Background: an optimization exercise with open tools, aiming at small area, a short achievable clock period and few clock cycles. Do not read the settings as production practice. In this exercise RTL edits were held to simulation tests only and were not proved equivalent to the original.

<file path="config.mk">
export PLATFORM = sky130hd
export DESIGN_NAME = rrf_enc
export DESIGN_NICKNAME = rrf_enc
export VERILOG_FILES = /design/flow/design.v
export SDC_FILE = /design/flow/constraint.sdc
export NUM_CORES = 4
export LEC_CHECK = 0
export CAP_MARGIN = 20
export CORE_MARGIN = 2
export CORE_UTILIZATION = 40
export SETUP_SLACK_MARGIN = 4.1
export SLEW_MARGIN = 20
export SYNTH_HIERARCHICAL = 1
</file>
<file path="flow/run.sh">
#!/bin/bash
set -euo pipefail
export BUFFER_PORTS_ARGS="-buffer_cell sky130_fd_sc_hd__buf_1"
bash standard.sh > standard_flow.log 2>&1
</file>
<file path="design.v">
module rrf_enc #(
    parameter integer MTU       = 1024,
    parameter integer HDR_BYTES = 16
) (
    input  wire        clk,
    input  wire        rst,           
    input  wire        cmd_valid,
    input  wire [31:0] cmd_data,
    output wire        cmd_ready,
    output reg         ev_valid,
    output reg  [1:0]  ev_type,
    output reg  [31:0] ev_data,
    input  wire        ev_ready,
    input  wire [7:0]  csr_addr,
    output reg  [31:0] csr_rdata,
    output wire        idle
);
    localparam integer L = (MTU - HDR_BYTES) * 8;
    localparam [2:0] Q_NORM = 3'd0;    
    localparam [2:0] Q_ABRT = 3'd1;    
    localparam [2:0] Q_TAIL = 3'd2;    
    localparam [2:0] Q_END  = 3'd3;    
    localparam [2:0] Q_GOBA = 3'd4;    
    localparam [1:0] AS_FLUSH = 2'd0;
    localparam [1:0] AS_GOB   = 2'd1;
    localparam [1:0] AS_MB    = 2'd2;
    localparam [1:0] MB_FIT   = 2'd0;
    localparam [1:0] MB_BIG   = 2'd1;
    localparam [1:0] MB_RETRY = 2'd2;
    localparam [3:0] RK_OK0    = 4'h0;
    localparam [3:0] RK_OKBC   = 4'h1;
    localparam [3:0] RK_SENT   = 4'h9;
    localparam [3:0] RK_MBOK   = 4'hA;
    localparam [3:0] RK_RETRY  = 4'hB;
    localparam [3:0] RK_BIG    = 4'hC;
    localparam [3:0] RK_GOBOK  = 4'hD;
    localparam [3:0] RK_SPLIT  = 4'hE;
    localparam [3:0] RK_FAULT  = 4'hF;
    reg [2:0]  sq;
    reg [31:0] cp;
    reg        fault;
    reg [1:0]  fcode;        
    reg [31:0] fault_cmd;
    reg [31:0] fault_cp;
    reg [31:0] acc;
    reg [5:0]  fill;         
    reg [12:0] room;         
    reg        gob_valid;
    reg [3:0]  gob_gn;
    reg [4:0]  gob_gq;
    reg [31:0] enc_pkt_cnt;
    reg [9:0]  last_bytes;
    reg [2:0]  last_ebit;
    reg        last_m;
    reg        pend;         
    reg        res_pend;
    wire [12:0] bitcount = L - room;
    wire [9:0]  nb_now   = (L / 8) - room[12:3];
    wire [2:0]  ebit_now = room[2:0];
    wire        streamed = (room < L - 32);    
    wire out_free = !ev_valid || ev_ready;
    wire q_norm   = (sq == Q_NORM);
    assign cmd_ready = q_norm && out_free;
    assign idle      = q_norm && !ev_valid && !res_pend;
    wire acc_w = cmd_valid && cmd_ready;
    wire [31:0] d   = cmd_data;
    wire [7:0]  opc = d[31:24];
    wire op_nop   = (opc == 8'h00);
    wire op_srst  = (opc == 8'h01);
    wire op_put   = (opc == 8'h10);
    wire op_flush = (opc == 8'h11);
    wire op_begin = (opc == 8'h12);
    wire op_gob   = (opc == 8'h13);
    wire op_mb    = (opc == 8'h14);
    wire opc_known = op_nop | op_srst | op_put | op_flush | op_begin | op_gob | op_mb;
    wire rsv_bad = op_put   ? (d[23:6]  != 18'd0) :
                   op_flush ? (d[22:0]  != 23'd0) :
                   op_gob   ? (d[23:9]  != 15'd0) :
                   op_mb    ? (d[23:16] != 8'd0)  :
                              (d[23:0]  != 24'd0);
    wire n_bad   = op_put && d[5] && (d[4:0] != 5'd0);
    wire hdr_bad = !opc_known || rsv_bad || n_bad;
    wire [1:0] hdr_fcode = !opc_known ? 2'b01 : (rsv_bad ? 2'b10 : 2'b11);
    wire [15:0] nbits   = d[15:0];
    wire        mb_fit  = ({3'd0, room} >= nbits);
    wire        mb_big  = gob_valid ? (nbits > L - 26) : (nbits > L);
    wire        mb_last  = (fault_cp[10:0] == 11'd0);
    wire [1:0]  mb_mode  = fault_cp[12:11];
    wire        pk_put   = !fault_cmd[26];
    wire [1:0]  as_kind  = fault_cmd[26:25];
    wire        send_m   = fault_cmd[23];
    wire [5:0]  put_n    = fault_cmd[5:0];
    wire [5:0]  mb_n     = mb_last ? {(fault_cmd[4:0] == 5'd0), fault_cmd[4:0]} : 6'd32;
    wire        put_ovf  = ({7'd0, put_n} > room);
    wire w_put  = acc_w && !fault && pend && pk_put;
    wire w_mbd  = acc_w && !fault && pend && !pk_put;
    wire w_hdr  = acc_w && !fault && !pend;
    wire w_srst = acc_w && (fault ? (d == 32'h01000000) : (!pend && !hdr_bad && op_srst));
    wire q_goba = (sq == Q_GOBA);
    wire q_tail = (sq == Q_TAIL);
    wire ap_left = !q_goba && !q_tail && !(pend && pk_put);    
    wire [5:0] ap_n = q_goba ? 6'd26 : q_tail ? 6'd0 : (pend && pk_put) ? put_n : mb_n;
    wire [31:0] gob_word = {6'd0, 16'h0001, gob_gn, gob_gq, 1'b0};
    wire [31:0] din = q_goba ? gob_word : (q_tail ? 32'd0 : d);
    wire [4:0]  rot_r = ap_left ? fill[4:0] : (fill[4:0] + ap_n[4:0]);
    wire [63:0] din2  = {din, din} >> rot_r;
    wire [31:0] rot   = din2[31:0];
    wire [31:0] keep    = ~(32'hFFFFFFFF >> fill);    
    wire [31:0] cur_new = (acc & keep) | (rot & ~keep);
    wire [6:0]  ap_end  = {1'b0, fill} + {1'b0, ap_n};
    wire        spill   = (ap_end > 7'd32);
    wire [5:0]  fill_nx = spill ? (ap_end[5:0] - 6'd32) : ap_end[5:0];
    wire do_ap = (w_put && !put_ovf) || (w_mbd && (mb_mode == MB_FIT)) ||
                 (q_goba && out_free);
    wire spill_eff = do_ap && spill;
    wire end_go    = (sq == Q_END) && out_free;
    reg [3:0] rk;
    always @(*) begin
        if (fault)
            rk = RK_FAULT;
        else if (!fault_cmd[28])
            rk = RK_OK0;                                   
        else case (fault_cmd[26:24])
            3'd0: rk = RK_OKBC;                            
            3'd1: rk = RK_SENT;                            
            3'd3: rk = fault_cp[11] ? RK_SPLIT : RK_GOBOK;  
            3'd4: rk = (fault_cp[12:11] == MB_FIT) ? RK_MBOK :
                       (fault_cp[12:11] == MB_BIG) ? RK_BIG : RK_RETRY;
            default: rk = RK_OK0;                          
        endcase
    end
    wire [2:0]  fcode8 = {(fcode == 2'b00), (fcode == 2'b00) ? 2'b01 : fcode};
    reg  [23:0] res_val;
    always @(*) begin
        case (rk)
            RK_OKBC, RK_MBOK, RK_GOBOK: res_val = {11'd0, bitcount};
            RK_SENT, RK_RETRY, RK_SPLIT: res_val = {14'd0, last_bytes};
            RK_BIG:   res_val = {8'd0, fault_cmd[15:0]};
            RK_FAULT: res_val = {21'd0, fcode8};
            default:  res_val = 24'd0;
        endcase
    end
    wire [7:0] res_code = (rk == RK_FAULT) ? 8'hFF : (rk == RK_OKBC) ? 8'h00 : {4'd0, rk};
    always @(posedge clk) begin
        if (rst) begin
            sq         <= Q_NORM;
            cp         <= 32'd0;
            fault      <= 1'b0;
            fill       <= 6'd0;
            room         <= L;
            gob_valid  <= 1'b0;
            gob_gn     <= 4'd0;
            gob_gq     <= 5'd0;
            enc_pkt_cnt<= 32'd0;
            last_bytes <= 10'd0;
            last_ebit  <= 3'd0;
            last_m     <= 1'b0;
            pend       <= 1'b0;
            res_pend   <= 1'b0;
            ev_valid   <= 1'b0;
        end else begin
            if (ev_valid && ev_ready)
                ev_valid <= 1'b0;
            if (res_pend && out_free) begin
                res_pend <= 1'b0;
                ev_valid <= 1'b1;
                ev_type  <= 2'd0;
                ev_data  <= {res_code, res_val};
            end
            acc  <= spill_eff ? rot : cur_new;
            fill <= do_ap ? fill_nx : fill;
            room <= do_ap ? (room - {7'd0, ap_n}) : room;
            if (spill_eff) begin
                ev_valid <= 1'b1;
                ev_type  <= 2'd1;
                ev_data  <= cur_new;
            end
            cp          <= cp + {31'd0, acc_w};
            enc_pkt_cnt <= enc_pkt_cnt + {31'd0, end_go};
            if (w_hdr) begin
                fault_cmd <= d;
                if (op_mb && (d[23:16] == 8'd0))
                    fault_cp <= {cp[31:13], (mb_fit ? MB_FIT : (mb_big ? MB_BIG : MB_RETRY)),
                                 nbits[15:5] - {10'd0, (nbits[4:0] == 5'd0)}};
                else if (op_gob && (d[23:9] == 15'd0))
                    fault_cp <= {cp[31:12], (room < 26), cp[10:0]};
                else
                    fault_cp <= cp;
                if (hdr_bad) begin
                    fault    <= 1'b1;
                    fcode    <= hdr_fcode;
                    res_pend <= 1'b1;
                end else begin
                    if (op_nop) begin
                        res_pend <= 1'b1;
                    end
                    if (op_put) begin
                        pend   <= 1'b1;
                    end
                    if (op_flush) begin
                        sq      <= Q_TAIL;
                    end
                    if (op_begin) begin
                        gob_valid  <= 1'b0;
                        gob_gn     <= 4'd0;
                        gob_gq     <= 5'd0;
                        sq         <= Q_ABRT;
                    end
                    if (op_gob) begin
                        gob_gn    <= d[3:0];
                        gob_gq    <= d[8:4];
                        gob_valid <= 1'b1;
                        if (room < 26) begin
                            sq      <= Q_TAIL;
                        end else begin
                            sq <= Q_GOBA;
                        end
                    end
                    if (op_mb) begin
                        if (nbits == 16'd0) begin
                            res_pend <= 1'b1;
                        end else begin
                            pend   <= 1'b1;
                        end
                    end
                end
            end
            if (w_put) begin
                pend     <= 1'b0;
                res_pend <= 1'b1;
                if (put_ovf) begin
                    fault <= 1'b1;
                    fcode <= 2'b00;
                end else begin
                end
            end
            if (w_mbd) begin
                fault_cp[10:0] <= fault_cp[10:0] - 11'd1;
                if (mb_last) begin
                    pend <= 1'b0;
                    case (mb_mode)
                    MB_FIT: begin
                        res_pend <= 1'b1;
                    end
                    MB_BIG: begin
                        res_pend <= 1'b1;
                    end
                    default: begin
                        sq      <= Q_TAIL;
                    end
                    endcase
                end
            end
            if (w_srst) begin
                fault_cmd   <= d;
                cp          <= 32'd1;
                fault       <= 1'b0;
                pend        <= 1'b0;
                gob_valid   <= 1'b0;
                gob_gn      <= 4'd0;
                gob_gq      <= 5'd0;
                enc_pkt_cnt <= 32'd0;
                last_bytes  <= 10'd0;
                last_ebit   <= 3'd0;
                last_m      <= 1'b0;
                sq          <= Q_ABRT;
            end
            case (sq)
            Q_ABRT: begin
                if (out_free) begin
                    fill <= 6'd0;
                    room <= L;
                    if (streamed) begin
                        ev_valid <= 1'b1;
                        ev_type  <= 2'd3;
                        ev_data  <= 32'd0;
                    end
                    res_pend <= 1'b1;
                    sq       <= Q_NORM;
                end
            end
            Q_TAIL: begin
                if (out_free) begin
                    if (fill != 6'd0) begin
                        ev_valid <= 1'b1;
                        ev_type  <= 2'd1;
                        ev_data  <= cur_new;
                    end
                    sq <= Q_END;
                end
            end
            Q_END: begin
                if (out_free) begin
                    ev_valid    <= 1'b1;
                    ev_type     <= 2'd2;
                    ev_data     <= {12'd0, send_m, ebit_now, 6'd0, nb_now};
                    last_bytes  <= nb_now;
                    last_ebit   <= ebit_now;
                    last_m      <= send_m;
                    fill        <= 6'd0;
                    room          <= L;
                    case (as_kind)
                    AS_FLUSH: begin
                        if (send_m)
                            gob_valid <= 1'b0;
                        res_pend <= 1'b1;
                        sq       <= Q_NORM;
                    end
                    AS_GOB: begin
                        sq <= Q_GOBA;
                    end
                    default: begin
                        if (gob_valid) begin
                            sq <= Q_GOBA;
                        end else begin
                            res_pend <= 1'b1;
                            sq       <= Q_NORM;
                        end
                    end
                    endcase
                end
            end
            Q_GOBA: begin
                if (out_free) begin
                    res_pend <= 1'b1;
                    sq       <= Q_NORM;
                end
            end
            default: ;
            endcase
        end
    end
    wire [31:0] csr_w;
    always @(*) csr_rdata = csr_w;
    rrf_csr u_csr (
        .csr_addr(csr_addr), .pend(pend), .gob_valid(gob_valid), .fault(fault), .fcode8(fcode8),
        .fault_cmd(fault_cmd), .fault_cp(fault_cp), .cp(cp), .bitcount(bitcount),
        .gob_gq(gob_gq), .gob_gn(gob_gn), .last_m(last_m), .last_ebit(last_ebit),
        .last_bytes(last_bytes), .enc_pkt_cnt(enc_pkt_cnt), .csr_rdata(csr_w)
    );
endmodule
module rrf_csr (
    input  wire [7:0]  csr_addr,
    input  wire        pend,
    input  wire        gob_valid,
    input  wire        fault,
    input  wire [2:0]  fcode8,
    input  wire [31:0] fault_cmd,
    input  wire [31:0] fault_cp,
    input  wire [31:0] cp,
    input  wire [12:0] bitcount,
    input  wire [4:0]  gob_gq,
    input  wire [3:0]  gob_gn,
    input  wire        last_m,
    input  wire [2:0]  last_ebit,
    input  wire [9:0]  last_bytes,
    input  wire [31:0] enc_pkt_cnt,
    output reg  [31:0] csr_rdata
);
    wire hz = (csr_addr[7:4] == 4'h0);
    wire s00 = hz && (csr_addr[3:0] == 4'h0);
    wire s01 = hz && (csr_addr[3:0] == 4'h1) && fault;
    wire s02 = hz && (csr_addr[3:0] == 4'h2) && fault;
    wire s03 = hz && (csr_addr[3:0] == 4'h3);
    wire s08 = hz && (csr_addr[3:0] == 4'h8);
    wire s09 = hz && (csr_addr[3:0] == 4'h9);
    wire s0a = hz && (csr_addr[3:0] == 4'hA);
    wire s0b = hz && (csr_addr[3:0] == 4'hB);
    wire s10 = (csr_addr == 8'h10);
    wire s23 = (csr_addr == 8'h23);
    wire h3  = (csr_addr[7:4] == 4'h3);
    wire s30 = h3 && (csr_addr[3:0] == 4'h0);
    wire s31 = h3 && (csr_addr[3:0] == 4'h1);
    wire s32 = h3 && (csr_addr[3:0] == 4'h2);
    wire s33 = h3 && (csr_addr[3:0] == 4'h3);
    wire s35 = h3 && (csr_addr[3:0] == 4'h5);
    wire s38 = h3 && (csr_addr[3:0] == 4'h8);
    wire s1k = s23 || s31 || (h3 && (csr_addr[3:0] == 4'h4)) || (h3 && (csr_addr[3:0] == 4'h6));
    always @(*) begin
        csr_rdata = ({32{s00}} & {11'd0, pend, gob_valid, 3'b000, 5'd0, fcode8 & {3{fault}}, 7'd0, fault}) |
                    ({32{s01}} & fault_cmd) | ({32{s02}} & fault_cp) | ({32{s03}} & cp) |
                    ({32{s08}} & {19'd0, bitcount}) | ({32{s09}} & {23'd0, gob_gq, gob_gn}) |
                    ({32{s0a}} & {12'd0, last_m, last_ebit, 6'd0, last_bytes}) | ({32{s0b}} & enc_pkt_cnt) |
                    {32{s10}} | ({32{s1k}} & 32'd1024) | ({32{s30}} & 32'd32) | ({32{s32}} & 32'd16) |
                    ({32{s33}} & 32'd5) | ({32{s35}} & 32'd256000) | ({32{s38}} & 32'd2048);
    end
endmodule
</file>
<file path="constraint.sdc">
create_clock -name core_clock -period 10.0 [get_ports {clk}]
set_input_delay 2.0000 -clock core_clock [delete_from_list [all_inputs] [get_ports {clk}]]
set_output_delay 2.0000 -clock core_clock [all_outputs]
set_load 0.01 [all_outputs]
</file>
<file path="standard.sh">
#!/bin/bash
# synth_recipe.tcl (not shown) runs the flow's synth.tcl, then flattens the netlist and writes it again
# the make line also repeats each setting of config.mk as NAME=value (left out here)
make -C /OpenROAD-flow-scripts/flow DESIGN_CONFIG=/design/flow/config.mk WORK_HOME=/design/flow/orfs CLKGATE_MAP_FILE= SYNTH_SCRIPT=/design/flow/synth_recipe.tcl "${@:-finish}"
</file>
==> results of run 1 <==
==> repair_timing <==
action / 4_1_cts / 5_1_grt
cloned: 1 / 2
gates resized for setup: 9 / 22
pin swaps: 1 / 2
setup endpoints to repair: 31 / 84
setup buffers: 1 / 3
==> cell usage after synthesis, types with 20 or more instances <==
cell        n  share of area [%]
dfxtp_1   114                 13
a211oi_1   24                1.0
a21oi_1   144                4.1
mux2_2     44                2.8
buf_2      25               0.70
xnor2_1    51                2.5
o211ai_1   47                2.0
a31oi_1    31                1.1
xor2_1     55                2.7
nor3_1     45                1.3
nand2_1   228                4.8
inv_1      47               0.99
nand4_1    20               0.70
ha_1       41                2.9
clkbuf_1   99                2.1
a22oi_1    41                1.7
nand3_1    88                2.5
edfxtp_1  132                 22
mux2i_1    66                3.7
and3_1     43                1.5
nor2_1    228                4.8
nor2b_1    27               0.95
o21ai_0    94                2.7
a21o_1     24                1.0
==> modules after synthesis, one instance, submodules excluded <==
module   cells  copies in the design  area, µm²
rrf_enc   1872                     1      16100
rrf_csr    229                     1       1620
==> worst min path at each step <==
stage,start,end,depth (start not counted)
floorplan,last_ebit[0],last_ebit[0],2
global placement,last_m,last_m,2
detailed placement,last_m,last_m,2
CTS,last_m,last_m,2
global route,last_ebit[1],last_ebit[1],2
finish,last_m,last_m,2
==> routing by layer <==
| layer | vias to the layer above | share of wire (%) | global-route usage [%] |
|---|---|---|---|
| met5 | - | 0.038 | 0 |
| met4 | 4 | 6.0 | 15.2 |
| met3 | 213 | 7.9 | 4.30 |
| met2 | 937 | 45 | 50.0 |
| met1 | 8544 | 41 | 40.7 |
| li1 | 7979 | - | - |
==> sequential cells by signal, summed over array words and instances, names as in the netlist, 3 cells and up <==
| register | flops |
|---|---|
| acc | 32 |
| cp | 32 |
| enc_pkt_cnt | 32 |
| ev_data | 32 |
| fault_cmd | 32 |
| fault_cp | 32 |
| room | 13 |
| last_bytes | 10 |
| fill | 6 |
| gob_gq | 5 |
| gob_gn | 4 |
| last_ebit | 3 |
| sq | 3 |
==> layout make-up <==
cell class / count / area, µm²
clock buffer: 36 / 825
clock inverter: 18 / 183
fill: 4408 / 24000
inverter: 47 / 176
multi-input combinational: 1677 / 11000
sequential: 246 / 6250
tap: 592 / 741
timing repair buffer: 160 / 821
==> cells by family (layout without fill, tap and decap cells) <==
logic type	after synthesis	count (layout)	share of synthesized area, %
adder cells (fa/ha/maj)	43	43	3.12
AND/OR/NAND/NOR	818	819	22.4
buffers and inverters	181	261	4.05
flip-flops	246	246	35.2
XOR/XNOR	106	106	5.23
AO/OA/AOI/OAI	587	588	22.3
multiplexers	120	121	7.78
==> worst max-delay path: cells and delay by family <==
| kind | cells | cell delay [ps] |
|---|---|---|
| simple gates | 4 | 1100 |
| buf+inv | 3 | 660 |
==> run summary, run 1 <==
* Die height at between 200 and 250 µm
* Slew Limit Headroom at 25.5%
* Vias in the first global route at between 15000 and 20000
* Die area at approximately 46000 µm²
* Max-cap violations at 0
* CTS tree: built
* Post-synth EDFFs at between 100 and 150
* Status: finished clean
* DR WL/cell at 26.6 µm
* Clock H-tree levels at 1
* Synth Register Bits at ~250
* CTS sink count at approximately 250
* Reg2reg start: fault_cp[0]
* Setup WS pre-CTS at 3250 ps
* Post-CTS Hold Fix Bufs at 0
* Clk slew on worst S/H paths at ~60 ps
* Routed Antenna Nets at 0
* Area growth, synth to finish at 12.7%
* Gr ovfl total at 0
* Final #Nets at 2248
* Clk_skew at roughly 50 ps
* Post-Syn Area at roughly 18000 µm²
* RSZ-0062 raised after global routing: no
* Critical path type: primary input to output port
* Synth async-reset ratio at 0%
* Most common cell after layout, fill and taps aside: nor2_1
* Crit-path cells: clkbuf_2 > or4_4 > nor4_2 > buf_4 > nand2_1 > nand3_1 > buf_1
* Setup tns final at 0 ps
* First-pass GRT wire length at between 100000 and 150000 µm
* Most frequent cells in the layout: nor2_1, nand2_1, a21oi_1
* Placed cell area at between 15000 and 20000 µm²
* Core area at around 44000 µm²
* Mapped Nets at approximately 2200
* Slowest cell on the critical path: or4_4
* Worst slew pin tran at approximately 1100 ps
* Syn Area/Cell at 8.45 µm²
* Max incr delay on CP at 630 ps
* CTS Buf Count at 29
* Hold slack final at between 400 and 500 ps
* PortBufs at ~110
* Fin area at between 15000 and 20000 µm²
* Worst setup margin at between 4000 and 5000 ps
* Worst setup EP type: output port
* CP Max Fanout at 15
* Final core utilization at a little under half
* Fin cells at approximately 2800
* Netlist cell types at 81
* Fmax at 0.173 GHz
* Sequential-to-total area share from yosys stat at about a third
* Hold Violations, Final at 0
* DRT iter0 DRCs at between 1500 and 2000
* Vias at 17700
* Flop-to-flop setup slack at between 4000 and 5000 ps
* Synth Instances at 2101
* Length of the first detailed-routing pass in iterations at 6
* Clk root buf: clkbuf_16
* # diodes at 0
* # DRC at 0
* Setup Viol. Count Final at 0
* Share of cells above drive strength 1 at between 10% and 20%
* Crit path to: csr_rdata[10]
* Cells on worst reg2reg path at 18
* Critical R2R Capture: acc[14]
* Critical Path AT at approximately 3800 ps
* DRT Wirelength at 73800 µm
* Ys Warns at 8
* Hpwl dp at 54600 µm
* Clock latency on the worst-skew pair at between 600 and 700 ps
* Crit path from: csr_addr[5]
* Clock buffer depth at 3
* Vias per cell at approximately 6.4
* Crit start category: primary input
* I/O pins at approximately 110
* Starting density of the core at between 40% and 50%
* Total GRT Usage at a little under a third
* Period utilization at 57.8%
* Min Tclk post-route at around 5800 ps
* Largest net degree at the start of global routing at 72
* Initial antenna violation count at 3
* Hold/Removal Path Class: flip-flop to flip-flop
* Die X at around 210 µm
* Placer Congestion at 0.955
* Worst EP required at 8000 ps
* Num rows at 77
* Placed cell count at between 2000 and 3000
* Ys flop type: edfxtp_1
* Final Slew Violations at 0
Testbench counts, summed over its fixed seeds: cycles 90,432.
==> run 2, diff against run 1 <==
--- a/config.mk
+++ b/config.mk
@@ -10,3 +10,3 @@
 export CORE_UTILIZATION = 40
-export SETUP_SLACK_MARGIN = 4.1
+export SETUP_SLACK_MARGIN = 4.4
 export SLEW_MARGIN = 20
==> run 2 against run 1 <==
Against the previous run:
- highest routed layer is now met4
- first-iteration DRC count is 3.5% higher
- critical endpoint is now csr_rdata[23]
- worst hold slack better by 0.68 ps
- largest cell class unchanged
- critical path depth up 1
- sequential share of layout area down 0.76 points
- cell count rose by 0.76%
- flip-flop and latch count stayed put
- clock skew fell by 2.9 ps
- wire length increased by 1.6%
==> run summary, run 2 <==
* Synth Area in Simple Gates at about 22%
* Die X at 215 µm
* Worst setup EP type: output port
* Crit start category: primary input
* Worst EP required at roughly 8000 ps
* Core area at 44000 µm²
* Synth Instances at roughly 2100
* Hold/Removal Path Class: flip-flop to flip-flop
* Area growth, synth to finish at 15.5%
* Adder-Cell Fraction of Synth Area at slightly above 3%
* Period utilization at between 50% and 60%
* First-pass GRT wire length at roughly 110000 µm
* PortBufs at around 110
* Synth async-reset ratio at 0%
* Clk root buf: clkbuf_16
* Vias at around 18000
* Length of the first detailed-routing pass in iterations at 6
* Largest family of logic cells by synthesized area: simple AND/OR/NAND/NOR gates
* Sequential-to-total area share from yosys stat at between 30% and 40%
* Post-synth EDFFs at between 100 and 150
* Fmax at ~0.18 GHz
* DRT iter0 DRCs at around 2000
* Routed Antenna Nets at 0
* Post-CTS Hold Fix Bufs at 0
* # DRC at 0
* Most common cell after layout, fill and taps aside: nor2_1
* Netlist cell types at 81
* Hold Violations, Final at 0
* Synth top area cells: edfxtp_1, dfxtp_1, nand2_1
* Status: finished clean
* Slew Limit Headroom at between 20% and 30%
* Ys flop type: edfxtp_1
* Critical Path AT at 3600 ps
* Critical path type: primary input to output port
* Setup Viol. Count Final at 0
* Min Tclk post-route at 5600 ps
* Final Slew Violations at 0
* Ys Warns at 8
* Hold slack final at 463 ps
* Clock H-tree levels at 1
* Die area at between 40000 and 50000 µm²
* Placed cell count at between 2000 and 3000
* Fin cells at around 2800
* Clk slew on worst S/H paths at roughly 60 ps
* Placer Congestion at approximately 0.95
* Synth Area in XOR/XNOR at roughly 5.2%
* Worst slew pin tran at about 1100 ps
* Clock buffer depth at 3
* Yosys top cell by area: edfxtp_1
* Multi-input gate area at ~11000 µm²
* Synth Register Bits at about 250
* RSZ-0062 raised after global routing: yes
* Hpwl dp at roughly 55000 µm
* Most frequent cells in the layout: nor2_1, nand2_1, a21oi_1
* Initial antenna violation count at 3
* Layout fillers at 4353
* Post-Syn Area at roughly 18000 µm²
* Clock latency on the worst-skew pair at slightly above 600 ps
* Mapped Nets at about 2200
* CTS Buf Count at 29
* Most instantiated cells after synthesis: nand2_1, nor2_1, a21oi_1, edfxtp_1, dfxtp_1
* Vias per cell at approximately 6.3
* CTS sink count at ~250
* Mux share of post-synthesis cell area at under 10%
* Synth top area share at 22.3%
* Vias in the first global route at roughly 17000
* CTS tree: built
* DR WL/cell at 26.8 µm
* Num rows at 77
* Synth Area in Compound Gates at between 20% and 30%
* Starting density of the core at 40.3%
* Largest net degree at the start of global routing at 72
* Die height at around 210 µm
* Gr ovfl total at 0
* Share of cells above drive strength 1 at 13.1%
* I/O pins at 113
* Setup tns final at 0 ps
* Syn Area/Cell at between 8 and 9 µm²
* Total GRT Usage at about a third
* DRT Wirelength at 75000 µm
* Final #Nets at between 2000 and 2500
* Clk_skew at roughly 47 ps
* Seq. cell area at about 6200 µm²
* Max-cap violations at 0
* CP Max Fanout at 6
## run 2: path summary, 6_finish.rpt
kind / start / end / slack, ps / depth (start not counted)
max: csr_addr[7] / csr_rdata[23] / 4400 / 8
min: last_m / last_m / 460 / 2
max reg2reg: sq[1] / ev_data[20] / 4630 / 15
min reg2reg: last_m / last_m / 460 / 2
## run 2: metal layers
metal	vias up	global-route usage [%]	routed length [µm]
met1	8607	41.0	30200
met4	0	16.4	4480
li1	8018	-	-
met2	913	50.8	34000
met5	-	0	0
met3	220	4.18	6280
## run 2: stage by stage
| stage | setup slack [ps] | util (%) | area (µm²) |
|---|---|---|---|
| floorplan | 4500 | - | 17800 |
| global placement | 3460 | 42.6 | 18800 |
| detailed placement | 3250 | 42.6 | 18800 |
| CTS | 4360 | 45.7 | 20100 |
| global route | 4340 | 46.5 | 20500 |
| finish | 4400 | 46.6 | 20500 |
## run 2: logic make-up after synthesis
kind of cell	Yosys count
simple gates	818
flops	246
xor+xnor	106
fa+ha+maj	43
mux	120
buf+inv	181
compound gates	587
## run 2: modules after synthesis, one instance, submodules excluded
module | area, µm² | copies in the design | cells inside | flip-flops and latches
rrf_csr | 1620 | 1 | 229 | 0
rrf_enc | 16100 | 1 | 1872 | 246
## run 2: critical path: stages
cell       delay, ps
buf_8            100
or4_4            590
nor4_4           250
buf_6            180
clkbuf_16        170
a21oi_1           50
o211ai_1         100
buf_2            160
## run 2: timing repair
| action | CTS | global route |
|---|---|---|
| gates cloned | 4 | 4 |
| pin swaps | 8 | 10 |
| gates resized for setup | 43 | 84 |
| setup endpoints to repair | 65 | 128 |
| buffers inserted | 11 | 5 |
## run 2: area by class of cell
| type | count | area share [%] |
|---|---|---|
| Tap cell | 592 | 3.61 |
| Inverter | 47 | 0.861 |
| Clock inverter | 18 | 0.891 |
| Sequential cell | 246 | 30.5 |
| Multi-Input combinational cell | 1677 | 54.4 |
| Antenna cell | 3 | 0.0366 |
| Timing Repair Buffer | 178 | 5.67 |
| Clock buffer | 36 | 4.02 |
==> run 3, diff against run 2 <==
--- a/config.mk
+++ b/config.mk
@@ -9,4 +9,5 @@
 export CORE_MARGIN = 2
-export CORE_UTILIZATION = 40
-export SETUP_SLACK_MARGIN = 4.4
+export CORE_UTILIZATION = 60
+export CTS_BUF_LIST = sky130_fd_sc_hd__clkbuf_8
+export SETUP_SLACK_MARGIN = 5.0
 export SLEW_MARGIN = 20
==> run 3 against run 2 <==
Against the previous run:
- non-clock buffer count is 26 higher
- via count is 7.8% higher
- utilization is 27 points higher
- flip-flop and latch count stayed put
- worst setup slack worse by 290 ps
- area after synthesis stayed put
- count of clock-buffer cells in the layout is 17 higher
- first-iteration DRC count is 37% higher
- clock skew is 13 ps lower
- largest cell class unchanged
- highest routed layer unchanged
==> run summary, run 3 <==
* Worst EP required at 8000 ps
* Num rows at 62
* Clock latency on the worst-skew pair at 590 ps
* DRT Wirelength at approximately 75000 µm
* Flop-to-flop setup slack at a little over 5000 ps
* Clk root buf: clkbuf_8
* Post-synth EDFFs at 132
* I/O pins at ~110
* Clk_skew at roughly 35 ps
* Sequential-to-total area share from yosys stat at roughly a third
* Synth Instances at 2101
* Clk slew on worst S/H paths at about 60 ps
* Slew Limit Headroom at 22.3%
* Worst slew pin tran at approximately 1200 ps
* Max-cap violations at 0
* Total GRT Usage at between 40% and 50%
* Length of the first detailed-routing pass in iterations at 6
* Most common cell after layout, fill and taps aside: nor2_1
* Status: finished clean
* First-pass GRT wire length at ~110000 µm
* Ys flop type: edfxtp_1
* RSZ-0062 raised after global routing: yes
* Netlist cell types at 81
* Worst setup EP type: output port
* Synth top area cells: edfxtp_1, dfxtp_1, nand2_1
* Hold Violations, Final at 0
* Die area at 31000 µm²
* Most instantiated cells after synthesis: nand2_1, nor2_1, a21oi_1, edfxtp_1, dfxtp_1
* Critical Path AT at about 3900 ps
* Hold endpoint: last_ebit[0]
* Starting density of the core at approximately three fifths
* Fmax at roughly 0.17 GHz
* CTS Buf Count at 44
* Final Slew Violations at 0
* Final #Nets at ~2300
* CP Max Fanout at 4
* Yosys top cell by area: edfxtp_1
* Min Tclk post-route at just under 6000 ps
* Largest net degree at the start of global routing at between 70 and 80
* Cells on worst reg2reg path at 19
* Post-Syn Area at 17700 µm²
* Routed Antenna Nets at 0
* Multi-input gate area at between 10000 and 15000 µm²
* Vias at around 19000
* DR WL/cell at 28.4 µm
* DRT iter0 DRCs at around 2800
* Setup tns final at 0 ps
* Critical R2R Capture: ev_data[28]
* Seq. cell area at roughly 6200 µm²
* CTS sink count at between 200 and 250
* Synth async-reset ratio at 0%
* Reg2reg start: fault_cp[1]
* Post-CTS Hold Fix Bufs at 0
* WHS Path Cells at 2
* Die height at approximately 180 µm
* Most frequent cells in the layout: nor2_1, nand2_1, a21oi_1
* Placer Congestion at between 1 and 1.5
* Vias in the first global route at between 15000 and 20000
* Critical path type: primary input to output port
* Synth Register Bits at about 250
* Die X at approximately 180 µm
* Clock buffer depth at 3
* HP Start: last_ebit[0]
* Layout fillers at 2139
* Hpwl dp at between 50000 and 60000 µm
* Core area at about 29000 µm²
* Gr ovfl total at 0
* CTS tree: built
* Initial antenna violation count at 2
* Mapped Nets at 2188
* PortBufs at 112
* Crit start category: primary input
* Period utilization at 58.8%
* Share of cells above drive strength 1 at 18.6%
* Syn Area/Cell at roughly 8.4 µm²
* Synth top area share at between 20% and 30%
* Area growth, synth to finish at 19.2%
* Clock H-tree levels at 2
* # DRC at 0
* Vias per cell at 7.23
* Hold/Removal Path Class: flip-flop to flip-flop
* Setup Viol. Count Final at 0
* Ys Warns at 8
==> run 3: cell counts after synthesis <==
Identical to the previous run, type by type.
==> run 3: kinds of logic after synthesis <==
kind of cell / Yosys count / synth area share, %
flip-flops: 246 / 35.2
buffers and inverters: 181 / 4.05
adder cells (fa/ha/maj): 43 / 3.12
XOR/XNOR: 106 / 5.23
multiplexers: 120 / 7.78
AO/OA/AOI/OAI: 587 / 22.3
AND/OR/NAND/NOR: 818 / 22.4
==> run 3: worst max-delay path: stages <==
cell and delay, ps:
buf_8 100, or4_4 590, buf_4 190, nor3_4 450, nand2_1 170, o211ai_1 180, buf_2 190
==> run 3: how the worst max path moves through the flow <==
stage	start	cells past startpoint	slack, ps	to
after detailed placement	csr_addr[5]	6	3620	csr_rdata[28]
after global placement	csr_addr[0]	5	3580	csr_rdata[3]
after CTS	csr_addr[5]	7	4410	csr_rdata[24]
after floorplan	csr_addr[7]	6	4570	csr_rdata[27]
final	csr_addr[7]	7	4120	csr_rdata[15]
after global routing	csr_addr[7]	7	4050	csr_rdata[15]
==> run 3: metrics by stage <==
stage	hold slack [ps]	instances	cell area (µm²)	util, %	setup slack (ps)
4_1_cts	477	2615	20500	70.8	4410
6_report	485	2647	21200	73.1	4120
2_1_floorplan	434	2101	18000	-	4570
5_1_grt	487	2645	21100	73.1	4050
3_5_place_dp	452	2500	18600	64.3	3620
3_3_place_gp	444	2500	18600	64.3	3580
==> run 3: cell type report <==
| type | instances | area share, % |
|---|---|---|
| Multi-Input combinational cell | 1682 | 55.7 |
| Sequential cell | 246 | 29.5 |
| Timing Repair Buffer | 204 | 7.29 |
| Clock buffer | 53 | 3.45 |
| Tap cell | 384 | 2.27 |
| Clock inverter | 29 | 0.905 |
| Inverter | 47 | 0.852 |
| Antenna cell | 2 | 0.0237 |
==> run 3: what timing repair did <==
action                     in CTS  in global routing
gates cloned                   10                  4
setup endpoints to repair     198                190
buffers inserted               23                 26
resized for setup             151                 86
pin swaps                      21                 25
==> run 3: metal layers <==
layer  wire [µm]  vias up  GRT usage, %
met4        6080        0          28.2
li1            -     8131             -
met1       25800     8932          56.8
met2       33100     1654          72.9
met5           0        -             0
met3       10300      418          11.0
==> run 3: modules after synthesis (local to each module, per instance) <==
module	cells	area, µm²	flip-flops and latches
rrf_csr	229	1620	0
rrf_enc	1872	16100	246
==> run 4, diff against run 3 <==
--- a/design.v
+++ b/design.v
@@ -45,3 +45,2 @@
     reg [31:0] acc;
-    reg [5:0]  fill;         
     reg [12:0] room;         
@@ -104,10 +103,10 @@
     wire [31:0] din = q_goba ? gob_word : (q_tail ? 32'd0 : d);
-    wire [4:0]  rot_r = ap_left ? fill[4:0] : (fill[4:0] + ap_n[4:0]);
-    wire [63:0] din2  = {din, din} >> rot_r;
-    wire [31:0] rot   = din2[31:0];
-    wire [31:0] keep    = ~(32'hFFFFFFFF >> fill);    
+    wire        empty = (room == L);
+    wire [4:0]  nf    = room[4:0];           
+    wire [4:0]  rot_r = ap_left ? nf : (nf - ap_n[4:0]);
+    wire [63:0] din2  = {din, din} << rot_r;
+    wire [31:0] rot   = din2[63:32];
+    wire [31:0] keep    = empty ? 32'd0 : (32'hFFFFFFFF << nf);    
     wire [31:0] cur_new = (acc & keep) | (rot & ~keep);
-    wire [6:0]  ap_end  = {1'b0, fill} + {1'b0, ap_n};
-    wire        spill   = (ap_end > 7'd32);
-    wire [5:0]  fill_nx = spill ? (ap_end[5:0] - 6'd32) : ap_end[5:0];
+    wire        spill   = !empty && (ap_n > {1'b0, nf});
     wire do_ap = (w_put && !put_ovf) || (w_mbd && (mb_mode == MB_FIT)) ||
@@ -148,3 +147,2 @@
             fault      <= 1'b0;
-            fill       <= 6'd0;
             room         <= L;
@@ -170,3 +168,2 @@
             acc  <= spill_eff ? rot : cur_new;
-            fill <= do_ap ? fill_nx : fill;
             room <= do_ap ? (room - {7'd0, ap_n}) : room;
@@ -270,3 +267,2 @@
                 if (out_free) begin
-                    fill <= 6'd0;
                     room <= L;
@@ -283,3 +279,3 @@
                 if (out_free) begin
-                    if (fill != 6'd0) begin
+                    if (!empty) begin
                         ev_valid <= 1'b1;
@@ -299,3 +295,2 @@
                     last_m      <= send_m;
-                    fill        <= 6'd0;
                     room          <= L;
==> flow/run.sh (replaced) <==
#!/bin/bash
set -euo pipefail
export BUFFER_PORTS_ARGS="-buffer_cell sky130_fd_sc_hd__buf_1"
export CTS_ARGS="-sink_clustering_enable -repair_clock_nets -dont_use_dummy_load -buf_list sky130_fd_sc_hd__clkbuf_8 -sink_clustering_size 12 -sink_clustering_max_diameter 60"
bash standard.sh > standard_flow.log 2>&1
--- a/config.mk
+++ b/config.mk
@@ -7,7 +7,7 @@
 export LEC_CHECK = 0
+export ABC_AREA = 1
 export CAP_MARGIN = 20
 export CORE_MARGIN = 2
-export CORE_UTILIZATION = 60
-export CTS_BUF_LIST = sky130_fd_sc_hd__clkbuf_8
-export SETUP_SLACK_MARGIN = 5.0
+export CORE_UTILIZATION = 40
+export SETUP_SLACK_MARGIN = 4.8
 export SLEW_MARGIN = 20
==> run 4 against run 3 <==
Against the previous run:
- maximum frequency increased by 11%
- flip-flop and latch count decreased by 6
- area after synthesis increased by 9.1%
- worst hold slack improved by 2.6 ps
- critical path type unchanged
- wire length increased by 14%
- via count increased by 14%
- clock skew increased by 52 ps
- still clean
==> run summary, run 4 <==
* CTS tree: built
* WHS Path Cells at 2
* Vias at 21800
* Starting density of the core at between 40% and 50%
* Clk slew on worst S/H paths at about 90 ps
* Die area at 50200 µm²
* Crit start category: primary input
* Vias per cell at about 6
* Routed Antenna Nets at 0
* Max incr delay on CP at between 150 and 200 ps
* DRT iter0 DRCs at between 2000 and 3000
* Hold endpoint: last_m
* CTS Buf Count at 31
* Synth async-reset ratio at 0%
* Gr ovfl total at 0
* Clock buffer depth at 3
* Most frequent cells in the layout: nand2_1, nand3_1, inv_1
* Ys flop type: edfxtp_1
* Num rows at 80
* Placer Congestion at 0.998
* Flop-to-flop setup slack at roughly 5000 ps
* Critical Path AT at around 3300 ps
* Final core utilization at a little under half
* Critical R2R Capture: acc[12]
* Vias in the first global route at 19500
* Period utilization at 53.1%
* Most instantiated cells after synthesis: nand2_1, nand3_1, inv_1, nor2_1, edfxtp_1
* Synth Register Bits at 240
* Hold Violations, Final at 0
* Max-cap violations at 0
* PortBufs at ~110
* Largest net degree at the start of global routing at between 70 and 80
* Clk_skew at between 80 and 90 ps
* Most common cell after layout, fill and taps aside: nand2_1
* Length of the first detailed-routing pass in iterations at 6
* HP Start: last_m
* Area growth, synth to finish at 12.2%
* Initial antenna violation count at 6
* Worst setup EP type: output port
* Hold/Removal Path Class: flip-flop to flip-flop
* Synth top area share at between 20% and 30%
* Post-synth EDFFs at between 100 and 150
* Synth top area cells: edfxtp_1, nand2_1, nand3_1
* I/O pins at 113
* Core area at 47700 µm²
* DRT Wirelength at around 86000 µm
* Cells on worst reg2reg path at 22
* Critical path type: primary input to output port
* Die height at between 200 and 250 µm
* First-pass GRT wire length at approximately 130000 µm
* Crit. path cell count at 11
* Sequential-to-total area share from yosys stat at 31.6%
* Slowest cell on the critical path: nor2_4
* Netlist cell types at slightly above 60
* Clk root buf: clkbuf_8
* Crit-path cells: buf_6 > nor2_4 > buf_12 > nand2_8 > nor2_4 > buf_12 > nand2_1 > nand2_1 > nor2_1 > nand2_1 > buf_2
* Placed cell count at 3614
* Hpwl dp at between 60000 and 70000 µm
* Clock latency on the worst-skew pair at ~700 ps
* CP bufs+invs at 4
* Most used cell, CP: nand2_1
* Ys Warns at 8
* Setup Viol. Count Final at 0
* Setup tns final at 0 ps
* CP Max Fanout at 13
* Status: finished clean
* Synth Instances at roughly 3000
* Die X at 224 µm
* RSZ-0062 raised after global routing: yes
* Min Tclk post-route at 5310 ps
* DR WL/cell at 23.2 µm
* Slew Limit Headroom at between 20% and 30%
* Post-CTS Hold Fix Bufs at 0
* Final Slew Violations at 0
* Total GRT Usage at approximately a third
* CP top delay family: simple AND/OR/NAND/NOR gates
* Most frequent cell after synthesis: nand2_1
* Mapped Nets at 3067
* Post-Syn Area at approximately 19000 µm²
* Hold slack final at around 490 ps
* # DRC at 0
* Reg2reg start: fault_cp[0]
* CTS sink count at 240
* Fmax at 0.188 GHz
* Clock H-tree levels at 1
* Fin cells at 3701
* Final #Nets at about 3200
* Syn Area/Cell at 6.50 µm²
* Worst slew pin tran at roughly 1200 ps
* Worst EP required at approximately 8000 ps
* Yosys top cell by area: edfxtp_1
* Share of cells above drive strength 1 at a little under an eighth
==> run 4: area by class of cell <==
type                    count  area, µm²
repair inverters            1       11.3
repair buffers            182       1350
well taps                 615        769
fillers                  5011      26000
inverters                 338       1300
diodes                      3       7.51
clock buffers              31        427
flip-flops and latches    240       6130
multi-input cells        2291      11700
==> run 4: layer usage <==
layer / wire [µm] / GRT usage, %
met5: 21 / 0
met4: 3580 / 12.8
met3: 9690 / 6.55
met2: 35400 / 48.4
met1: 37000 / 48.5
==> run 4: logic make-up (layout without fill, tap and decap cells) <==
group                    Yosys count  in the layout  synth area share [%]
AO/OA/AOI/OAI                    310            310                  9.17
XOR/XNOR                          44             44                  1.99
adder cells (fa/ha/maj)           45             45                  2.95
buffers and inverters            454            552                  10.3
flip-flops                       240            240                  31.6
other                              0              3                     0
AND/OR/NAND/NOR                 1885           1892                  44.0
==> run 4: worst min-delay path: stages (launching register included) <==
cell,delay [ps]
dfxtp_1,320
nand3_1,70
a21oi_1,50
==> run 4: stage by stage <==
stage                     area [µm²]  worst slack [ps]
after floorplan                19400              5130
after global placement         20000              4200
after detailed placement       20100              4150
after CTS                      21500              4720
after global routing           21700              4640
final                          21700              4690
==> run 4: worst max-delay path by stage <==
stage / slack [ps] / to / startpoint
floorplan: 5130 / csr_rdata[6] / csr_addr[7]
global placement: 4200 / csr_rdata[8] / csr_addr[5]
detailed placement: 4150 / csr_rdata[6] / csr_addr[5]
CTS: 4720 / csr_rdata[10] / room[1]
global route: 4640 / csr_rdata[5] / csr_addr[7]
finish: 4690 / csr_rdata[5] / csr_addr[7]
==> run 4: modules after synthesis, one instance, submodules excluded <==
| module | flip-flops and latches | cells | cell area [µm²] |
|---|---|---|---|
| rrf_csr | 0 | 430 | 1950 |
| rrf_enc | 240 | 2548 | 17400 |
==> run 4: timing repair <==
item / 4_1_cts / 5_1_grt
resized for setup: 158 / 61
setup endpoints to repair: 40 / 69
setup buffers: 34 / 8
pin swaps: 32 / 23
cloned: 11 / 0
Testbench counts of run 4, summed over its fixed seeds: cycles 90,432.
==> run 5, diff against run 4 <==
--- a/config.mk
+++ b/config.mk
@@ -7,3 +7,2 @@
 export LEC_CHECK = 0
-export ABC_AREA = 1
 export CAP_MARGIN = 20
@@ -11,3 +10,3 @@
 export CORE_UTILIZATION = 40
-export SETUP_SLACK_MARGIN = 4.8
+export SETUP_SLACK_MARGIN = 4.4
 export SLEW_MARGIN = 20
==> run 5 against run 4 <==
Against the previous run:
- cell area decreased by 10%
- utilization down 0.23 points
- global-route usage shrank 2.0 points
- non-clock buffer count decreased by 6
- flip-flop and latch count unchanged
- critical path type unchanged
==> run summary, run 5 <==
* Status: finished clean
* Clk root buf: clkbuf_8
* Num rows at 76
* Fin cells at roughly 2700
* Sequential-to-total area share from yosys stat at 35.0%
* Hpwl dp at between 50000 and 60000 µm
* Placed cell count at around 2600
* Slew Limit Headroom at 29.7%
* Post-Syn Area at roughly 18000 µm²
* Flop-to-flop setup slack at around 4600 ps
* Clock H-tree levels at 1
* Worst setup margin at approximately 4400 ps
* Layout fillers at ~4300
* Core area at ~43000 µm²
* PortBufs at 112
* Synth top area share at roughly 23%
* # DRC at 0
* Share of cells above drive strength 1 at between 10 and 15%
* CTS Buf Count at 29
* Worst slew pin tran at 1050 ps
* Setup Viol. Count Final at 0
* Hold/Removal Path Class: flip-flop to flip-flop
* Syn Area/Cell at ~8.6 µm²
* Reg2reg start: fault_cp[0]
* Critical R2R Capture: ev_data[5]
* Final #Nets at 2191
* I/O pins at between 100 and 150
* Starting density of the core at between 40% and 50%
* Routed Antenna Nets at 0
* Most common cell after layout, fill and taps aside: nor2_1
* CP Max Fanout at 5
* CTS sink count at 240
* Final Slew Violations at 0
* DRT Wirelength at a little over 70000 µm
* Length of the first detailed-routing pass in iterations at 7
* Post-synth EDFFs at roughly 130
* Die area at between 40000 and 50000 µm²
* Most frequent cells in the layout: nor2_1, nand2_1, edfxtp_1
* Worst EP required at around 8000 ps
* Fmax at between 0.15 and 0.2 GHz
* Crit path to: csr_rdata[25]
* Setup tns final at 0 ps
* Synth top area cells: edfxtp_1, dfxtp_1, nor2_1
* First-pass GRT wire length at ~110000 µm
* DRT iter0 DRCs at between 2000 and 2500
* Cells on worst reg2reg path at 16
* Area growth, synth to finish at 11.6%
* Vias in the first global route at between 15000 and 20000
* Vias per cell at roughly 6.5
* DR WL/cell at 27.1 µm
* Gr ovfl total at 0
* Critical Path AT at approximately 3600 ps
* RSZ-0062 raised after global routing: yes
* Crit path from: csr_addr[7]
* Worst setup EP type: output port
* Min Tclk post-route at roughly 5600 ps
* Synth Instances at 2030
* Vias at 17400
* Critical path type: primary input to output port
* Ys flop type: edfxtp_1
* Most instantiated cells after synthesis: nor2_1, nand2_1, a21oi_1, edfxtp_1, dfxtp_1
* Clk_skew at approximately 52 ps
* Yosys top cell by area: edfxtp_1
* Placer Congestion at 0.961
* Die X at between 200 and 250 µm
* Largest net degree at the start of global routing at 73
* Synth Register Bits at 240
* Synth async-reset ratio at 0%
* CTS tree: built
* Netlist cell types at approximately 100
* Clock latency on the worst-skew pair at 640 ps
* Max-cap violations at 0
* Clk slew on worst S/H paths at 70 ps
* Most frequent cell after synthesis: nor2_1
* Initial antenna violation count at 4
* Ys Warns at 8
* Post-CTS Hold Fix Bufs at 0
* Clock buffer depth at 3
* Hold Violations, Final at 0
* Mapped Nets at around 2100
* Crit start category: primary input
* Total GRT Usage at 31.4%
* Period utilization at 56.4%
* Setup WS pre-CTS at 3060 ps
* Die height at 213 µm
-- run 5: cell types whose count changed after synthesis, moves of 38 or more --
cell and change:
mux2i_1 +57, mux2_2 +54, a22oi_1 +38, nand3_1 -465, clkbuf_1 +65, and3_1 +40, nand2_1 -615, inv_1 -266
nor2_1 -68, xnor2_1 +38
-- run 5: layout make-up --
cell class	instances	area (µm²)	area share, %
multi-input cells	1602	11000	56.1
diodes	1	2.50	0.0128
inverters	53	209	1.07
repair buffers	176	1120	5.71
well taps	585	732	3.74
clock buffers	29	399	2.04
flip-flops and latches	240	6130	31.3
-- run 5: cells by family (layout without fill, tap and decap cells) --
group           Yosys count  count (layout)  share of synthesized area (%)
xor+xnor                 96              96                           4.80
fa+ha+maj                45              45                           3.26
flops                   240             240                           35.0
compound gates          583             584                           22.8
mux                     127             127                           8.74
other cells               0               1                              0
buf+inv                 193             258                           4.84
simple gates            746             750                           20.6
-- run 5: how the worst min path moves through the flow --
stage / start / endpoint / slack (ps) / cells past startpoint
final: last_m / last_m / 480 / 2
after global routing: last_m / last_m / 510 / 2
after CTS: last_ebit[2] / last_ebit[2] / 490 / 2
after detailed placement: last_ebit[2] / last_ebit[2] / 480 / 2
after global placement: last_ebit[1] / last_ebit[1] / 470 / 2
after floorplan: last_ebit[0] / last_ebit[0] / 450 / 2
-- run 5: stage by stage --
step	hold WS (ps)	utilization, %	instance area, µm²
2_1_floorplan	445	-	17500
3_3_place_gp	472	42.5	18300
3_5_place_dp	480	42.5	18300
4_1_cts	490	44.3	19100
5_1_grt	507	45.3	19600
6_report	484	45.3	19600
-- run 5: worst max-delay path: stages --
cell       delay [ps]
buf_8             100
or4_4             590
nor4_4            270
buf_4             200
clkbuf_16         150
a21oi_1            40
o211ai_1          110
buf_2             170
-- run 5: timing repair --
| item | CTS | global route |
|---|---|---|
| buffers inserted | 12 | 11 |
| hold endpoints to repair | 0 | 0 |
| gates resized for setup | 69 | 89 |
| pin swaps | 8 | 21 |
| gates cloned | 3 | 6 |
| setup endpoints to repair | 46 | 102 |
-- run 5: per-layer routing --
metal / GRT usage [%] / vias up / wire (µm)
li1: - / 7717 / -
met1: 41.7 / 8489 / 29700
met2: 49.4 / 968 / 32200
met3: 6.05 / 192 / 6780
met4: 14.2 / 4 / 3970
met5: 0 / - / 24
-- run 5: modules after synthesis (local to each module, per instance) --
module / cells inside / copies in the design / flops+latches / area [µm²]
rrf_enc: 1801 / 1 / 240 / 15900
rrf_csr: 229 / 1 / 0 / 1620
==> run 6, diff against run 5 <==
--- a/design.v
+++ b/design.v
@@ -85,3 +85,3 @@
     wire        mb_big  = gob_valid ? (nbits > L - 26) : (nbits > L);
-    wire        mb_last  = (fault_cp[10:0] == 11'd0);
+    wire        mb_last  = (fault_cp[10:0] == {10'd0, (fault_cmd[4:0] == 5'd0)});
     wire [1:0]  mb_mode  = fault_cp[12:11];
@@ -180,3 +180,3 @@
                     fault_cp <= {cp[31:13], (mb_fit ? MB_FIT : (mb_big ? MB_BIG : MB_RETRY)),
-                                 nbits[15:5] - {10'd0, (nbits[4:0] == 5'd0)}};
+                                 nbits[15:5]};
                 else if (op_gob && (d[23:9] == 15'd0))
==> run 6 against run 5 <==
Against the previous run:
- still clean
- first-iteration DRC count up 7.5%
- count of clock-buffer cells in the layout unchanged
- area after synthesis down 1.7%
- cell count down 5.7%
- critical path type unchanged
- highest routed layer is now met4
==> run summary, run 6 <==
* Worst setup EP type: output port
* Vias at roughly 16000
* Core area at between 40000 and 50000 µm²
* Hold/Removal Path Class: flip-flop to flip-flop
* Vias per cell at 6.42
* Clk_skew at 84.1 ps
* Most instantiated cells after synthesis: nor2_1, nand2_1, edfxtp_1, a21oi_1, dfxtp_1
* Hold endpoint: last_m
* DRT iter0 DRCs at 2254
* Placer Congestion at slightly below 1
* Netlist cell types at roughly 100
* Syn Area/Cell at between 8 and 9 µm²
* Clock H-tree levels at 1
* Crit start category: primary input
* Crit-path cells: buf_8 > or4_4 > nor4_4 > buf_6 > buf_12 > a21oi_2 > o211ai_1 > buf_2
* Met2 usage at between 40% and 50%
* Clk slew on worst S/H paths at approximately 60 ps
* Synth top area cells: edfxtp_1, dfxtp_1, mux2i_1
* Final Slew Violations at 0
* Routed Antenna Nets at 0
* Die area at 44700 µm²
* Status: finished clean
* Vias in the first global route at between 10000 and 15000
* Adder-Cell Fraction of Synth Area at under 10%
* Clock latency on the worst-skew pair at 670 ps
* DR WL/cell at between 20 and 30 µm
* Worst slew pin tran at about 1100 ps
* Flop-to-flop setup slack at between 4000 and 5000 ps
* GRT busiest layer: met1
* Synth Instances at around 1900
* Cells on worst reg2reg path at 14
* WHS Path Cells at 2
* Die height at roughly 210 µm
* I/O pins at between 100 and 150
* CTS Buf Count at 29
* Min Tclk post-route at roughly 5700 ps
* Slowest cell on the critical path: or4_4
* Hold slack final at between 400 and 500 ps
* Met1 Usage GRT at approximately 43%
* Fmax at around 0.18 GHz
* First-pass GRT wire length at 97500 µm
* Hold Violations, Final at 0
* Clock buffer depth at 3
* Share of cells above drive strength 1 at between 10 and 15%
* Setup tns final at 0 ps
* Initial antenna violation count at 3
* Reg2reg start: fault_cmd[4]
* # DRC at 0
* CTS sink count at 240
* Most common cell after layout, fill and taps aside: nor2_1
* Synth Area in Compound Gates at 18.5%
* Period utilization at between 50% and 60%
* Length of the first detailed-routing pass in iterations at 6
* Starting density of the core at roughly 40%
* Max incr delay on CP at around 570 ps
* Max-cap violations at 0
* Worst EP required at 8000 ps
* Mapped Nets at approximately 2000
* Most frequent cell after synthesis: nor2_1
* PortBufs at 112
* Die X at about 210 µm
* Largest family of logic cells by synthesized area: simple AND/OR/NAND/NOR gates
* Gr ovfl total at 0
* Num rows at 76
* Yosys top cell by area: edfxtp_1
* Synth Area in Simple Gates at 20.5%
* Critical path type: primary input to output port
* Critical R2R Capture: acc[14]
* CP Max Fanout at 5
* HP Start: last_m
* Synth Register Bits at 240
* Largest net degree at the start of global routing at 74
* Ys Warns at 8
* Sequential-to-total area share from yosys stat at a little over a third
* Mux share of post-synthesis cell area at 12.6%
* Most frequent cells in the layout: nor2_1, nand2_1, edfxtp_1
* CTS tree: built
* Slew Limit Headroom at ~30%
* Setup Viol. Count Final at 0
* Post-Syn Area at ~17000 µm²
* Met3 track demand over resource at between 4 and 5%
* Layout fillers at roughly 4200
* Synth top area share at 23.0%
* DRT Wirelength at just under 70000 µm
* Total GRT Usage at 29.3%
* Ys flop type: edfxtp_1
* Clk root buf: clkbuf_8
* RSZ-0062 raised after global routing: yes
* Critical Path AT at roughly 3700 ps
* Synth async-reset ratio at 0%
* Synth Area in XOR/XNOR at roughly 5%
* Hpwl dp at approximately 50000 µm
* Area growth, synth to finish at 10.6%
* Post-synth EDFFs at roughly 130
* Final #Nets at 2073
-- run 6: per-layer routing --
metal / wire (µm) / share of wire (%)
met1: 29000 / 43
met3: 6870 / 10
met5: 0 / 0
met4: 3490 / 5.2
met2: 28000 / 42
-- run 6: worst max path at each step --
stage          slack, ps            to    startpoint  cells after the start
3_3_place_gp        3400  csr_rdata[2]   csr_addr[5]                      5
5_1_grt             4270   ev_data[12]  fault_cmd[4]                     17
3_5_place_dp        3250  csr_rdata[3]   csr_addr[5]                      5
4_1_cts             4360  csr_rdata[3]   csr_addr[7]                      7
2_1_floorplan       4480  fault_cmd[0]  cmd_data[19]                      9
6_report            4330  csr_rdata[3]   csr_addr[7]                      8
-- run 6: kinds of logic after synthesis --
logic type,Yosys count
multiplexers,165
AO/OA/AOI/OAI,467
XOR/XNOR,96
adder cells (fa/ha/maj),43
flip-flops,240
buffers and inverters,179
AND/OR/NAND/NOR,726
-- run 6: modules after synthesis, one instance, submodules excluded --
module   cell area [µm²]  copies in the design  flip-flops and latches  cells inside
rrf_enc            15600                     1                     240          1687
rrf_csr             1620                     1                       0           229
-- run 6: worst max-delay path: cells and delay by family --
kind / cells / cell delay, ps
simple gates: 2 / 860
compound gates: 2 / 170
buf+inv: 4 / 620
-- run 6: timing repair --
item / CTS / global route
endpoints found under the hold margin: 0 / 0
hold buffers: 0 / 0
pin swaps: 5 / 19
setup buffers: 9 / 8
resized for setup: 40 / 94
gates cloned: 4 / 4
endpoints found under the setup margin: 35 / 71
-- run 6: per-stage QoR --
stage               setup slack (ps)  util [%]  cell area [µm²]  cells
floorplan                       4480         -            17200   1916
global placement                3400      41.9            17900   2476
detailed placement              3250      41.9            17900   2476
CTS                             4360      43.5            18600   2518
global route                    4270      44.5            19000   2533
finish                          4330      44.5            19000   2533
-- run 6: cell type report --
| type | instances | area, µm² | share of cell area (%) |
|---|---|---|---|
| timing repair buffer | 158 | 975 | 5.12 |
| multi-input combinational | 1501 | 10600 | 55.8 |
| tap | 546 | 683 | 3.59 |
| inverter | 56 | 216 | 1.14 |
| sequential | 240 | 6130 | 32.2 |
| clock buffer | 29 | 399 | 2.10 |
| antenna | 3 | 7.51 | 0.0394 |
Testbench counts of run 6, summed over its fixed seeds: cycles 90,432.
==> run 7, diff against run 6 <==
--- a/config.mk
+++ b/config.mk
@@ -9,3 +9,3 @@
 export CORE_MARGIN = 2
-export CORE_UTILIZATION = 40
+export CORE_UTILIZATION = 55
 export SETUP_SLACK_MARGIN = 4.4
==> run 7 against run 6 <==
Against the previous run:
- flip-flop and latch count unchanged
- synthesized cell count did not move
- utilization increased by 17 points
==> run summary, run 7 <==
* Status: finished clean
* Hold/Removal Path Class: flip-flop to flip-flop
* Starting density of the core at between 50% and 60%
* Yosys top cell by area: edfxtp_1
* Die height at about 180 µm
* RSZ-0062 raised after global routing: yes
* Critical R2R Capture: ev_data[30]
* CTS tree: built
* Syn Area/Cell at 8.98 µm²
* Critical Path AT at 3620 ps
* Period utilization at between 50% and 60%
* Ys flop type: edfxtp_1
* Most common cell after layout, fill and taps aside: nor2_1
* Seq. cell area at 6130 µm²
* Clock H-tree levels at 1
* Final #Nets at 2082
* Num rows at 64
* Critical path type: primary input to output port
* Fmax at about 0.18 GHz
* Hpwl dp at 49100 µm
* Layout fillers at around 2700
* Final Slew Violations at 0
* Cells on worst reg2reg path at 15
* Clock buffer depth at 3
* Length of the first detailed-routing pass in iterations at 6
* Clk root buf: clkbuf_8
* HP Start: last_m
* CTS sink count at 240
* Worst slew pin tran at around 1100 ps
* Share of cells above drive strength 1 at 12.3%
* Min Tclk post-route at about 5600 ps
* # DRC at 0
* Vias at between 15000 and 20000
* Synth Register Bits at 240
* Die X at roughly 180 µm
* CTS Buf Count at 28
* Post-Syn Area at approximately 17000 µm²
* Flop-to-flop setup slack at between 4000 and 5000 ps
* Die area at ~33000 µm²
* Max-cap violations at 0
* CP Max Fanout at 5
* Post-synth EDFFs at approximately 130
* Setup tns final at 0 ps
* Clock latency on the worst-skew pair at around 610 ps
* Synth top area cells: edfxtp_1, dfxtp_1, mux2i_1
* Hold endpoint: last_m
* Most instantiated cells after synthesis: nor2_1, nand2_1, edfxtp_1, a21oi_1, dfxtp_1
* Netlist cell types at 103
* Setup Viol. Count Final at 0
* Sequential-to-total area share from yosys stat at between 30% and 40%
* Crit path from: csr_addr[2]
* Clk slew on worst S/H paths at ~70 ps
* Largest net degree at the start of global routing at 74
* Reg2reg start: fault_cp[2]
* DRT Wirelength at 66000 µm
* Ys Warns at 8
* Core area at 30700 µm²
* Initial antenna violation count at 3
* Worst setup EP type: output port
* Most frequent cells in the layout: nor2_1, nand2_1, edfxtp_1
* Clk_skew at roughly 60 ps
* WHS Path Cells at 2
* DRT iter0 DRCs at 2565
* Post-CTS Hold Fix Bufs at 0
* Slew Limit Headroom at approximately a quarter
* Hold Violations, Final at 0
* Gr ovfl total at 0
* DR WL/cell at between 20 and 30 µm
* Placer Congestion at approximately 1
* First-pass GRT wire length at slightly below 100000 µm
* Routed Antenna Nets at 0
* PortBufs at 112
* Total GRT Usage at about two fifths
* Crit start category: primary input
* Mapped Nets at roughly 2000
* Vias in the first global route at between 10000 and 15000
* Vias per cell at between 6 and 7
* Most frequent cell after synthesis: nor2_1
* Area growth, synth to finish at 9.09%
* Synth Instances at between 1500 and 2000
* Multi-input gate area at between 10000 and 15000 µm²
* I/O pins at between 100 and 150
* # diodes at 0
* Worst EP required at around 8000 ps
* Synth top area share at around 23%
* Synth async-reset ratio at 0%
-- run 7: cell counts after synthesis --
Identical to the previous run, type by type.
-- run 7: stage by stage --
stage	utilization (%)	worst slack (ps)	hold slack, ps	area (µm²)	cells
after floorplan	-	4480	445	17200	1916
after global placement	58.0	3340	452	17800	2332
after detailed placement	58.0	3360	460	17800	2332
after CTS	59.9	4350	470	18400	2367
after global routing	61.2	4350	503	18800	2389
final	61.2	4380	468	18800	2389
-- run 7: area by class of cell --
class | instances | share of cell area (%)
clock buffers | 28 | 2.05
inverters | 56 | 1.16
multi-input cells | 1500 | 56.1
flip-flops and latches | 240 | 32.6
well taps | 396 | 2.64
repair buffers | 169 | 5.44
-- run 7: what timing repair did --
item	4_1_cts	5_1_grt
setup endpoints to repair	34	68
setup buffers	4	18
pin swaps	2	7
cloned	3	4
resized for setup	27	54
-- run 7: worst max-delay path, stage by stage --
cell and delay, ps:
buf_12 100, or4_4 580, buf_4 170, nor4_2 420, a21oi_2 70, o211ai_1 100, buf_1 170
-- run 7: layer usage --
metal / global-route usage, % / part of all wire (%)
met5: 0 / 0.020
met1: 55.7 / 41
met2: 57.6 / 43
met4: 11.4 / 3.4
met3: 10.3 / 13
-- run 7: kinds of logic after synthesis --
kind of cell             count (synthesis)  share of synthesized area (%)
AND/OR/NAND/NOR                        726                           20.5
AO/OA/AOI/OAI                          467                           18.5
flip-flops                             240                           35.6
buffers and inverters                  179                           4.62
multiplexers                           165                           12.6
XOR/XNOR                                96                           4.99
adder cells (fa/ha/maj)                 43                           3.17
-- run 7: worst max path at each step --
stage | end | slack, ps
finish | csr_rdata[4] | 4380
global route | csr_rdata[0] | 4350
CTS | csr_rdata[9] | 4350
detailed placement | csr_rdata[11] | 3360
global placement | csr_rdata[11] | 3340
floorplan | fault_cmd[0] | 4480
-- run 7: per-module statistics from Yosys (local to each module, per instance) --
module,area (µm²),cells inside
rrf_csr,1620,229
rrf_enc,15600,1687

[port drivers added, routing unchanged]
How much do the figures lean on ideal ports? The routed layouts below were timed once more, with nothing changed but the port constraints. Step 1 assumes that a clkbuf_16 drives the clock port and a buf_2 every other input. Step 2 also shifts input and output timing later by t, the mid clock arrival at the registers, as if the neighbouring blocks saw the same clock. Three values: ideal, step 1, step 2; two values: the first two.
run | t, ns | slack for setup (ns) | slew at the worst register clock pin (ns)
run 1 | 0.657 | 4.215 / 4.192 / 3.879 | 0.08 / 0.08
run 2 | 0.650 | 4.403 / 4.357 / 4.100 | 0.08 / 0.08
run 3 | 0.629 | 4.118 / 4.078 / 4.078 | 0.07 / 0.07
run 4 | 0.692 | 4.687 / 4.653 / 4.636 | 0.09 / 0.09
run 5 | 0.673 | 4.364 / 4.318 / 4.179 | 0.10 / 0.10
run 6 | 0.677 | 4.328 / 4.288 / 3.788 | 0.10 / 0.10
run 7 | 0.627 | 4.377 / 4.319 / 4.093 | 0.09 / 0.09
After both steps setup and hold are still met in every run listed. For run 6, which loses most, drivers alone change the setup slack by -0.040 ns; drivers and shift together by -0.540 ns.
